From an optimization exercise on the open Yosys and OpenROAD flow, aimed at small area, a short achievable clock period and few clock cycles; shortcuts taken in it are not production practice.
In this exercise RTL edits were held to simulation tests only and were not proved equivalent to the original.

## fvmc
module fvmc (
    input  wire        clk,
    input  wire        rst,         
    input  wire        req,         
    input  wire        we,          
    input  wire [5:0]  addr,        
    input  wire [31:0] wdata,
    output wire        ack,         
    output reg  [31:0] rdata,       
    output wire [16:0] mot_yaw,
    output wire [16:0] mot_fwd
);
Size in the first run: about 0.093 mm2 of cells after synthesis.
clock: 90.0 ns
lec_check: 0
cap_margin: 20
core_margin: 2
core_utilization: 45
cts_cluster_diameter: 100
cts_cluster_size: 22
gpl_timing_driven: 0
slew_margin: 20
standard.sh (not shown) runs the stock make flow with config.mk's settings and CLKGATE_MAP_FILE= SYNTH_SCRIPT=/design/flow/synth_recipe.tcl, a recipe that flattens the netlist after the stock synthesis.
==> flow/flow/run.sh <==
#!/bin/bash
# Own layout flow: the standard ORFS flow, with the port buffers built from
# sky130_fd_sc_hd__buf_4 cells instead of the resizer's default buffer choice.
# Each tool writes its own logs under orfs/logs; the driver's output goes to standard.log.
set -o pipefail
export BUFFER_PORTS_ARGS="-buffer_cell sky130_fd_sc_hd__buf_4"
# ask the timing repair for 51 ns of setup slack at the 90 ns clock
export SETUP_SLACK_MARGIN=51
bash standard.sh > standard.log 2>&1
Testbench counts at the start, summed over its fixed seeds: cycles 161,913.
Rerun with:
- CAP_MARGIN: 20 -> 30
- GPL_TIMING_DRIVEN: 0 -> not set
- SLEW_MARGIN: 20 -> 30
After rerunning: Worst hold slack gains 13 ps. Final area went down by about 1.5%.

---

Setup of v6:
Another version of the RTL of fvmc (not shown whole).
Size: roughly 1200 flip-flops, ~110 I/O pins.
clock: 90.0 ns
lec_check: 0
cap_margin: 30
core_margin: 2
core_utilization: 55
cts_cluster_diameter: 100
cts_cluster_size: 22
slew_margin: 30
==> flow/flow/run.sh <==
#!/bin/bash
# Own layout flow: the standard ORFS flow, with the port buffers built from
# sky130_fd_sc_hd__buf_4 cells instead of the resizer's default buffer choice.
# Each tool writes its own logs under orfs/logs; the driver's output goes to standard.log.
set -o pipefail
export BUFFER_PORTS_ARGS="-buffer_cell sky130_fd_sc_hd__buf_4"
# ask the timing repair for 51.6 ns of setup slack at the 90 ns clock
export SETUP_SLACK_MARGIN=51.6
bash standard.sh > standard.log 2>&1
Testbench counts of v6, summed over its fixed seeds: cycles 161,913.
[inputs] v7 vs v6
-- flow/flow/run.sh --
<<< v6, line 6
export BUFFER_PORTS_ARGS="-buffer_cell sky130_fd_sc_hd__buf_4"
# ask the timing repair for 51.6 ns of setup slack at the 90 ns clock
export SETUP_SLACK_MARGIN=51.6
bash standard.sh > standard.log 2>&1
>>> v7, line 6
export BUFFER_PORTS_ARGS="-buffer_cell sky130_fd_sc_hd__buf_4"
# ask the timing repair for 51 ns of setup slack at the 90 ns clock
export SETUP_SLACK_MARGIN=51
bash standard.sh > standard.log 2>&1
## What came out
v7 did not stop at any stage, and its layout met the timing, design-rule and antenna checks.
Global-route usage essentially unchanged between v6 and v7.
Register-to-register slack (higher): v6
Taking v6 as the reference, in v7 final non-filler cell area now sits lower; final routed wirelength across all metal layers was more or less identical.

---

fvmc, a different RTL version from the one above (not shown whole).
For scale: ~11,000 cells after synthesis, ~1,200 flip-flops, ~110 I/O pins.
clock: 90.0 ns
lec_check: 0
cap_margin: 30
core_margin: 2
core_utilization: 45
setup_slack_margin: 2
slew_margin: 30
==> flow/flow/run.sh <==
#!/bin/bash
# Own layout flow: the standard ORFS flow, with the port buffers built from
# sky130_fd_sc_hd__buf_4 cells instead of the resizer's default buffer choice.
# Each tool writes its own logs under orfs/logs; the driver's output goes to standard.log.
set -o pipefail
export BUFFER_PORTS_ARGS="-buffer_cell sky130_fd_sc_hd__buf_4"
bash standard.sh > standard.log 2>&1
Testbench counts at the start, summed over its fixed seeds: cycles 162,131.
Edit:
==> flow/run.sh (new file) <==
#!/bin/bash
# synth_recipe.tcl (not shown) runs the flow's synth.tcl, then flattens the netlist and writes it again
# the make line also repeats each setting of config.mk as NAME=value (left out here)
make -C /OpenROAD-flow-scripts/flow DESIGN_CONFIG=/design/flow/config.mk WORK_HOME=/design/flow/orfs CLKGATE_MAP_FILE= SYNTH_SCRIPT=/design/flow/synth_recipe.tcl finish
removed: flow/flow/run.sh
removed: flow/standard.sh
Non-clock buffer count went up by 28.
Wire length went down by 0.92%.
Global-route usage went down by 0.36 points.
Worst hold slack loses 3.3 ps.
Area after synthesis is unchanged.
Core utilization went up by 0.29 points.
Final cell count hardly moves.

==> separate check: timing with driven ports <==
In the flow no input, the clock included, has a driving cell. The finished layouts below were timed again as built, in two steps.
Step 1 assumes that a clkbuf_16 drives the clock port and a buf_2 every other input.
Step 2 times the ports against the registers' clock, not the clock port: input delays grow and output delays shrink by t, the midpoint of the rising clock arrivals with the driver on.
Three values: no drivers, after step 1, after step 2; two values: the first two.
run	t, ns	setup slack, ns	worst data-port slew with drivers (ns)	pins driven straight from the clock port
the first run of note 1	0.885	50.748 / 50.722 / 50.722	0.12	1
the second run of note 1	0.841	50.847 / 50.681 / 50.681	0.32	1
v6	0.849	51.491 / 51.440 / 51.440	0.24	1
v7	0.852	50.986 / 50.850 / 50.850	0.27	1
the first run of note 3	0.923	50.172 / 50.115 / 50.115	0.12	1
the second run of note 3	0.923	49.119 / 49.087 / 49.087	0.09	1
After both steps every run listed still meets setup and hold. The setup slack of the second run of note 1, which loses most, moves by -0.166 ns with the drivers and by -0.166 ns with both steps.
